Context: an optimization exercise on an open-source flow, tuned for a short achievable clock period and few clock cycles. The choices shown serve that exercise and are no tape-out recipe. No functional check of the RTL was part of any run shown here. Power figures rest on the tool's default switching activity, not on a simulated workload.

==> flow/design.v, too long to show whole: its modules and the start of the top module <==
// module intc_timer: 1092 lines
module intc_timer (
    input  wire        clk,
    input  wire        rst,
    input  wire        cmd_valid,
    output reg         cmd_ready,
    input  wire [2:0]  cmd_op,
    input  wire [23:0] cmd_arg,
    input  wire [7:0]  cmd_data,
    output reg         rsp_valid,
    output reg  [7:0]  rsp_data,
    output wire [2:0]  pend,
    output reg  [1:0]  irq_line,
    output reg  [15:0] irq_vector
);
  // ...
==> flow/run.sh <==
#!/bin/bash
# synth_recipe.tcl (not shown) runs the flow's synth.tcl, then flattens the netlist and writes it again
# the make line also repeats each setting of config.mk as NAME=value (left out here)
make -C /OpenROAD-flow-scripts/flow DESIGN_CONFIG=/design/flow/config.mk WORK_HOME=/design/flow/orfs CLKGATE_MAP_FILE= SYNTH_SCRIPT=/design/flow/synth_recipe.tcl finish
==> flow/config.mk <==
export PLATFORM = sky130hd
export DESIGN_NAME = intc_timer
export DESIGN_NICKNAME = intc_timer
export VERILOG_FILES = /design/flow/design.v
export SDC_FILE = /design/flow/constraint.sdc
export NUM_CORES = 4
export LEC_CHECK = 0
export ABC_CLOCK_PERIOD_IN_PS = 1000
export CAP_MARGIN = 20
export CORE_MARGIN = 2
export CORE_UTILIZATION = 40
export SETUP_SLACK_MARGIN = 3.6
export SLEW_MARGIN = 20
export TNS_END_PERCENT = 100
==> flow/constraint.sdc <==
create_clock -name core_clock -period 6.0 [get_ports {clk}]
set_input_delay 1.2000 -clock core_clock [delete_from_list [all_inputs] [get_ports {clk}]]
set_output_delay 1.2000 -clock core_clock [all_outputs]
set_load 0.01 [all_outputs]
==> results.json, run 1 <==
{
  "crit_family": "adder cells",
  "layout_min_cycle_time_ns": 3.13,
  "rsz0062_at_grt": "true",
  "max_cap_viol_count": 0,
  "initial_utilization": 0.403,
  "postCtsResizedCells": 619,
  "n_antenna_cell": 1,
  "yosysWarnings": 1,
  "status": "no timing/DRC/antenna violations",
  "worst_setup_path_end_kind": "flop",
  "worstHoldStart": "p4_pkt[8]$_DFF_P_",
  "grtUsageTotal": 0.191,
  "p_leak_nw": 19.9,
  "crit_end": "mg[10]$_DFF_P_",
  "hold_slack_ns": 0.314,
  "relSlewSlack": 0.417,
  "maxPowerGroup": "combinational logic",
  "r2r_slack_ns": 2.87,
  "fin_skew_ns": 0.0375,
  "grt_max_degree": 69,
  "maxSlewViolCount": 0,
  "max_freq_ghz": 0.319,
  "buffers": 335,
  "seq_area_frac_synth": 0.473,
  "post-route-period-util": 0.522,
  "core_area_mm2": 0.0932,
  "holdPathEnd": "p5_pkt[8]$_DFF_P_",
  "dominant_cells": "multi-input combinational cells",
  "ioPinCount": 69,
  "synth_xor_xnor_area_share": 0.0383,
  "drtIter0Drc": 1576,
  "ff_latch_area_mm2": 0.0179,
  "seq_cells": 824,
  "final_common_cell": "dfxtp_1",
  "grt_pass1_wl_um": 146000,
  "routed.top_layer": "met4",
  "cp_num_buf_inv": 4,
  "cp_cell_sequence": "inv_2, fa_1, inv_1, fa_1, inv_2, ha_4, o21a_1, o21a_1, o21ai_2, a21oi_4, o41ai_4, o21bai_1, buf_4, xor2_1"
}
==> run 2, diff against run 1 <==
--- a/flow/design.v
+++ b/flow/design.v
@@ -888,70 +888,51 @@
     wire [7:0] dvs3_pp3 = dvs3_pp2 & {dvs3_pp2[3:0], {4{1'b1}}};
     wire [7:0] dvs3_s0 = dvs3_p ^ {dvs3_gg3[6:0], 1'b0};
     wire [7:0] dvs3_s1 = dvs3_p ^ {dvs3_gg3[6:0] | dvs3_pp3[6:0], 1'b1};
     wire dvs3_c0 = dvs3_gg3[7];
     wire dvs3_c1 = dvs3_gg3[7] | dvs3_pp3[7];
     wire dv_ge3 = dv_s3[15:8] == 8'd0 && dvs3_c1;
     wire [7:0] dv_d3 = dvs3_s1[7:0];
     reg  [11:0] sig;
-    reg  [12:0] mg;
+    reg  [10:0] mg;
+    reg         stale_pp;
     reg         stale_p;
     wire [8:0]  sig_add = (s0_adv && s0_step && f_ten) ? s0_s : 9'd0;
     wire [8:0]  sig_sub = (go && x_step) ? p7_pkt[F_S +: 9] : 9'd0;
     reg  [8:0]  add_r, sub_r;
     wire [8:0]  s0_c = s0_v ? s0_sx : 9'd0;
     wire [11:0] sg_a = sig;
     wire [11:0] sg_b = {3'b0, add_r};
     wire [11:0] sg_c = ~{3'b0, sub_r};
     wire [11:0] sg_s = sg_a ^ sg_b ^ sg_c;
     wire [11:0] sg_m = (sg_a & sg_b) | (sg_a & sg_c) | (sg_b & sg_c);
     wire [11:0] sg_k = {sg_m[10:0], 1'b0};
-    wire [12:0] mq_a = {5'b0, tvalue};
-    wire [12:0] mq_b = ~{1'b0, sig};
-    wire [12:0] mq_c = ~{4'b0, add_r};
-    wire [12:0] mq_d = ~{4'b0, s0_c};
-    wire [12:0] mq_s1 = mq_a ^ mq_b ^ mq_c;
-    wire [12:0] mq_m1 = (mq_a & mq_b) | (mq_a & mq_c) | (mq_b & mq_c);
-    wire [12:0] mq_k1 = {mq_m1[11:0], 1'b1};
-    wire [12:0] mq_s = mq_s1 ^ mq_k1 ^ mq_d;
-    wire [12:0] mq_m = (mq_s1 & mq_k1) | (mq_s1 & mq_d) | (mq_k1 & mq_d);
-    wire [12:0] mq_k = {mq_m[11:0], 1'b1};
+    reg  [9:0]  mq;
+    reg  [8:0]  s0c_r;
+    wire [7:0]  sigc = sig[11:8] != 4'd0 ? 8'd255 : sig[7:0];
+    wire [9:0]  q_n  = {2'b0, tvalue} - {2'b0, sigc} - {1'b0, add_r};
+    wire [10:0] mg_n = {mq[9], mq} - {2'b0, s0c_r} - {2'b0, s0_c};
     wire [11:0] sgn_p = sg_s ^ sg_k;
     wire [11:0] sgn_gg0 = sg_s & sg_k;
     wire [11:0] sgn_pp0 = sgn_p;
     wire [11:0] sgn_gg1 = sgn_gg0 | (sgn_pp0 & {sgn_gg0[10:0], 1'b0});
     wire [11:0] sgn_pp1 = sgn_pp0 & {sgn_pp0[10:0], {1{1'b1}}};
     wire [11:0] sgn_gg2 = sgn_gg1 | (sgn_pp1 & {sgn_gg1[9:0], 2'b0});
     wire [11:0] sgn_pp2 = sgn_pp1 & {sgn_pp1[9:0], {2{1'b1}}};
     wire [11:0] sgn_gg3 = sgn_gg2 | (sgn_pp2 & {sgn_gg2[7:0], 4'b0});
     wire [11:0] sgn_pp3 = sgn_pp2 & {sgn_pp2[7:0], {4{1'b1}}};
     wire [11:0] sgn_gg4 = sgn_gg3 | (sgn_pp3 & {sgn_gg3[3:0], 8'b0});
     wire [11:0] sgn_pp4 = sgn_pp3 & {sgn_pp3[3:0], {8{1'b1}}};
     wire [11:0] sgn_s0 = sgn_p ^ {sgn_gg4[10:0], 1'b0};
     wire [11:0] sgn_s1 = sgn_p ^ {sgn_gg4[10:0] | sgn_pp4[10:0], 1'b1};
     wire sgn_c0 = sgn_gg4[11];
     wire sgn_c1 = sgn_gg4[11] | sgn_pp4[11];
-    wire [12:0] mgs_p = mq_s ^ mq_k;
-    wire [12:0] mgs_gg0 = mq_s & mq_k;
-    wire [12:0] mgs_pp0 = mgs_p;
-    wire [12:0] mgs_gg1 = mgs_gg0 | (mgs_pp0 & {mgs_gg0[11:0], 1'b0});
-    wire [12:0] mgs_pp1 = mgs_pp0 & {mgs_pp0[11:0], {1{1'b1}}};
-    wire [12:0] mgs_gg2 = mgs_gg1 | (mgs_pp1 & {mgs_gg1[10:0], 2'b0});
-    wire [12:0] mgs_pp2 = mgs_pp1 & {mgs_pp1[10:0], {2{1'b1}}};
-    wire [12:0] mgs_gg3 = mgs_gg2 | (mgs_pp2 & {mgs_gg2[8:0], 4'b0});
-    wire [12:0] mgs_pp3 = mgs_pp2 & {mgs_pp2[8:0], {4{1'b1}}};
-    wire [12:0] mgs_gg4 = mgs_gg3 | (mgs_pp3 & {mgs_gg3[4:0], 8'b0});
-    wire [12:0] mgs_pp4 = mgs_pp3 & {mgs_pp3[4:0], {8{1'b1}}};
-    wire [12:0] mgs_s0 = mgs_p ^ {mgs_gg4[11:0], 1'b0};
-    wire [12:0] mgs_s1 = mgs_p ^ {mgs_gg4[11:0] | mgs_pp4[11:0], 1'b1};
-    wire mgs_c0 = mgs_gg4[12];
-    wire mgs_c1 = mgs_gg4[12] | mgs_pp4[12];
-    wire [15:0] mgn_p = {{3{mg[12]}}, mg} ^ ~{2'b0, s0_nhi};
-    wire [15:0] mgn_gg0 = {{3{mg[12]}}, mg} & ~{2'b0, s0_nhi};
+    wire [15:0] mgn_p = {{5{mg[10]}}, mg} ^ ~{2'b0, s0_nhi};
+    wire [15:0] mgn_gg0 = {{5{mg[10]}}, mg} & ~{2'b0, s0_nhi};
     wire [15:0] mgn_pp0 = mgn_p;
     wire [15:0] mgn_gg1 = mgn_gg0 | (mgn_pp0 & {mgn_gg0[14:0], 1'b0});
     wire [15:0] mgn_pp1 = mgn_pp0 & {mgn_pp0[14:0], {1{1'b1}}};
     wire [15:0] mgn_gg2 = mgn_gg1 | (mgn_pp1 & {mgn_gg1[13:0], 2'b0});
     wire [15:0] mgn_pp2 = mgn_pp1 & {mgn_pp1[13:0], {2{1'b1}}};
     wire [15:0] mgn_gg3 = mgn_gg2 | (mgn_pp2 & {mgn_gg2[11:0], 4'b0});
     wire [15:0] mgn_pp3 = mgn_pp2 & {mgn_pp2[11:0], {4{1'b1}}};
     wire [15:0] mgn_gg4 = mgn_gg3 | (mgn_pp3 & {mgn_gg3[7:0], 8'b0});
@@ -968,32 +949,36 @@
                    (p1_v && (p1_pkt[F_STEP] || p1_pkt[F_TLOAD]) && p1_m > f_m) ||
                  (p2_v && (p2_pkt[F_STEP] || p2_pkt[F_TLOAD]) && p2_m > f_m) ||
                  (p3_v && (p3_pkt[F_STEP] || p3_pkt[F_TLOAD]) && p3_m > f_m) ||
                  (p4_v && (p4_pkt[F_STEP] || p4_pkt[F_TLOAD]) && p4_m > f_m) ||
                  (p5_v && (p5_pkt[F_STEP] || p5_pkt[F_TLOAD]) && p5_m > f_m) ||
                  (p6_v && (p6_pkt[F_STEP] || p6_pkt[F_TLOAD]) && p6_m > f_m) ||
                  (p7_v && (p7_pkt[F_STEP] || p7_pkt[F_TLOAD]) && p7_m > f_m)));
     wire        rs_fly = (p1_v && (p1_pkt[F_TLOAD] || p1_pkt[F_POWER])) || (p2_v && (p2_pkt[F_TLOAD] || p2_pkt[F_POWER])) || (p3_v && (p3_pkt[F_TLOAD] || p3_pkt[F_POWER])) || (p4_v && (p4_pkt[F_TLOAD] || p4_pkt[F_POWER])) || (p5_v && (p5_pkt[F_TLOAD] || p5_pkt[F_POWER])) || (p6_v && (p6_pkt[F_TLOAD] || p6_pkt[F_POWER])) || (p7_v && (p7_pkt[F_TLOAD] || p7_pkt[F_POWER]));
-    wire        bound_ok = !stale_p && !sl_go && !sl2_go && !dv_busy && !rs_fly;
+    wire        bound_ok = !stale_pp && !stale_p && !sl_go && !sl2_go && !dv_busy && !rs_fly;
     assign s0_fits = bound_ok && !mg_nhi[15];    
     assign s0_flag = s0_step && f_ten && s0_nhi >= {5'b0, f_m} && trans && !s0_fits;
     always @(posedge clk) begin
         if (rst) begin
             sig     <= 12'd0;
             add_r   <= 9'd0;
             sub_r   <= 9'd0;
             stale_p <= 1'b1;
+            stale_pp <= 1'b1;
         end else begin
             sig     <= sgn_s1;
             add_r   <= sig_add;
             sub_r   <= sig_sub;
             stale_p <= sl_go || sl2_go || dv_busy || (go && (x_tload || x_power));
+            stale_pp <= stale_p;
         end
-        mg <= mgs_s1;
+        mq    <= q_n;
+        s0c_r <= s0_c;
+        mg    <= mg_n;
     end
     wire x_flag = p7_pkt[F_FLAG];
     wire [2:0] pend_n = !go ? pend_r :
                         x_power ? 3'b0 :
                         x_bound ? {x_pm[2:1], x_pm[0] & tline} : pend_r;
     always @(posedge clk) begin
         sl2_res <= sl_res;
         sl2_div <= sl_exp && !sz_n;
==> flow/config.mk (replaced) <==
export PLATFORM = sky130hd
export DESIGN_NAME = intc_timer
export DESIGN_NICKNAME = intc_timer
export VERILOG_FILES = /design/flow/design.v
export SDC_FILE = /design/flow/constraint.sdc
export NUM_CORES = 4
export LEC_CHECK = 0
export ABC_CLOCK_PERIOD_IN_PS = 2200
export CAP_MARGIN = 20
export CORE_MARGIN = 2
export CORE_UTILIZATION = 40
export SETUP_SLACK_MARGIN = 3.6
export SLEW_MARGIN = 20
export TNS_END_PERCENT = 100
==> results.json, run 2 <==
{
  "drtIter0Drc": 1303,
  "antenna_found_initial": 1,
  "core_area_mm2": 0.0952,
  "yosys.cell_types.count": 91,
  "n_antenna_cell": 0,
  "cts_hold_buf": 0,
  "dp_hpwl_um": 66100,
  "fin_skew_ns": 0.0471,
  "required_ns": 6.60,
  "cp_slowest_cell": "fa_2",
  "nets": 4628,
  "critPathMaxFanout": 3,
  "setup_violations": 0,
  "cts_made_buffers": 89,
  "start_kind": "flop",
  "die_w_um": 314,
  "layout_min_cycle_time_ns": 2.90,
  "ir_drop_mv": 0.266,
  "area_growth_pct": 29.1,
  "clk_pin_slew_worst_paths_ns": 0.07,
  "power_density_mw_per_mm2": 429,
  "final_cell_mix": "604 x dfxtp_1, 346 x ha_1, 318 x inv_1, 232 x nor2_1, 217 x buf_4",
  "grt_pass1_wl_um": 147000,
  "maxSlewViolCount": 0,
  "ioPinCount": 69,
  "htreeDepth": 3,
  "synth_top_cell_by_area": "dfxtp_1",
  "worst_setup_path_end_kind": "flop",
  "wirelength_um": 95100,
  "pre_cts_ws_ns": 2.28,
  "critPathKind": "flop to flop",
  "yosysWarnings": 1,
  "post-synth-top-count-cell": "dfxtp_1",
  "floorplan.die_area_mm2": 0.0987,
  "rows": 113,
  "crit_family": "adder cells",
  "cts_num_sinks": 842,
  "finish.utilization": 0.522,
  "synthTopCellsByCount": "718 x dfxtp_1, 451 x ha_1, 374 x inv_1",
  "worstPathArrival_ns": 3.50,
  "p_leak_nw": 20.7,
  "vias_per_cell": 5.07,
  "max_cap_viol_count": 0,
  "final_common_cell": "dfxtp_1",
  "synth_area_leaders": "dfxtp_1 37%, ha_1 15%, edfxtp_1 9.7%",
  "drcViolationCount": 0,
  "cts_tree": "done",
  "die_height_um": 314,
  "initial_utilization": 0.405,
  "status": "no timing/DRC/antenna violations",
  "synthCells": 3736,
  "detailroute.via_count": 27665,
  "worst_slew_pin_slew_ns": 0.832,
  "fin_ws_ns": 3.10,
  "clock_path_buffers": 3,
  "synthesis.area_mm2": 0.0385,
  "cp_common_cell": "a21oi_2",
  "numPortBuffers": 67,
  "rsz0062_at_grt": "true",
  "hold_class": "flop to flop",
  "gp_congestion": 0.889,
  "grt_overflow": 0,
  "ys.flop_type": "dfxtp_1",
  "post-route-period-util": 0.484,
  "grt_max_degree": 54,
  "grtUsageTotal": 0.186,
  "ant_nets": 0,
  "cp_num_buf_inv": 3,
  "crit_path_max_incr_delay_ns": 0.55,
  "yosys.area.top_type_share": 0.373,
  "synth.avg_cell_area_um2": 10.3,
  "relSlewSlack": 0.443,
  "wire_per_inst_um": 17.4,
  "dr.pass1.iters": 6,
  "async_flop_share": 0,
  "synth_edf_count": 124,
  "drive_above_1_share": 0.279,
  "grt_pass1_vias": 27323,
  "clock_latency_ns": 0.66,
  "synth_seq_cells": 842,
  "seq_area_frac_synth": 0.470,
  "finalHoldViolCount": 0,
  "max_freq_ghz": 0.344,
  "hold_slack_ns": 0.316,
  "fin_setup_tns_ns": 0,
  "cp_cell_sequence": "inv_2, ha_4, nand3_4, ha_4, fa_2, inv_2, buf_6, fa_2, nand2_1, nand2_1, a21oi_2, o21bai_1, a21oi_2, o21bai_1, a21oi_2, xnor2_1",
  "clockRootBuffer": "clkbuf_16"
}
-- run 2: area by class of cell --
class	instances	area, um^2
clock buffers	111	2440
clock inverters	54	673
fillers	8201	45400
inverters	374	1490
multi-input cells	2452	22000
flip-flops and latches	842	18300
well taps	1265	1580
repair buffers	356	3140
repair inverters	1	7.51
-- run 2: layer usage --
| layer | share of wire | vias up | GRT usage | wire (um) |
|---|---|---|---|---|
| met4 | 0.027 | 2 | 0.0539 | 2610 |
| li1 | - | 13876 | - | - |
| met5 | 0.00014 | - | 0 | 13 |
| met1 | 0.46 | 13104 | 0.248 | 43700 |
| met2 | 0.48 | 503 | 0.315 | 45600 |
| met3 | 0.034 | 180 | 0.0236 | 3230 |
-- run 2: path summary, 6_finish.rpt --
kind,startpoint,end,slack [ns],depth (start not counted)
worst min register to register,p1_pkt[36]$_SDFF_PP0_,p2_pkt[36]$_DFF_P_,0.32,0
worst max-delay path,sig[10]$_SDFF_PP0_,mq[8]$_DFF_P_,3.10,16
worst max register to register,sig[10]$_SDFF_PP0_,mq[8]$_DFF_P_,3.10,16
worst min-delay path,p1_pkt[36]$_SDFF_PP0_,p2_pkt[36]$_DFF_P_,0.32,0
-- run 2: power by group --
part / internal (W) / leakage, nW / switching [W]
clock: 0.00327 / 1.51 / 0.00240
sequential: 0.00633 / 7.25 / 0.000507
combinational: 0.00456 / 12.0 / 0.00427
-- run 2: logic make-up after synthesis --
group	count (synthesis)	synth area share
and+or+nand+nor	899	0.116
xor gates and xnor gates	179	0.0407
adders and majority gates	474	0.159
other	1	0.0000974
DFF	842	0.470
muxes	136	0.0371
AOI/OAI and AO/OA	751	0.132
buffers and inverters	454	0.0460
-- run 2: stage by stage --
step                cell area (um^2)  total power [W]  instances
finish                         49700           0.0213       5455
global route                   49700           0.0226       5455
CTS                            47700           0.0205       5373
detailed placement             41200           0.0132       5011
global placement               41200           0.0131       5011
floorplan                      39300           0.0119       3742
-- run 2: what timing repair did --
| action | in CTS | in global routing |
|---|---|---|
| endpoints found under the hold margin | 0 | 0 |
| pin swaps | 167 | 193 |
| endpoints found under the setup margin | 243 | 194 |
| cloned | 8 | 6 |
| gates resized for setup | 590 | 322 |
| buffers inserted | 189 | 76 |

[re-timing with driven ports]
No port has a modelled driver above. Below, the same layouts with a new extraction and two added sets of constraints. Step 1, drivers: a clkbuf_16 drives clk and a buf_2 each remaining input, both assumed. Step 2 adds t to the input delays and takes it off the output delays; t is the mean of the earliest and latest rising clock arrival at the registers after step 1. Input paths then give back, and output paths get back, about the clock's delay inside the block. a / b / c = ideal ports / drivers / drivers and shift; a / b = the first two.
| run | t, ns | slack for setup (ns) | pins driven straight from the clock port |
|---|---|---|---|
| run 1 | 0.710 | 2.866 / 2.866 / 2.785 | 1 |
| run 2 | 0.709 | 3.096 / 3.096 / 2.744 | 1 |
After both steps setup and hold are still met in every run listed. For run 2, which loses most, drivers alone change the setup slack by 0.000 ns; drivers and shift together by -0.352 ns.
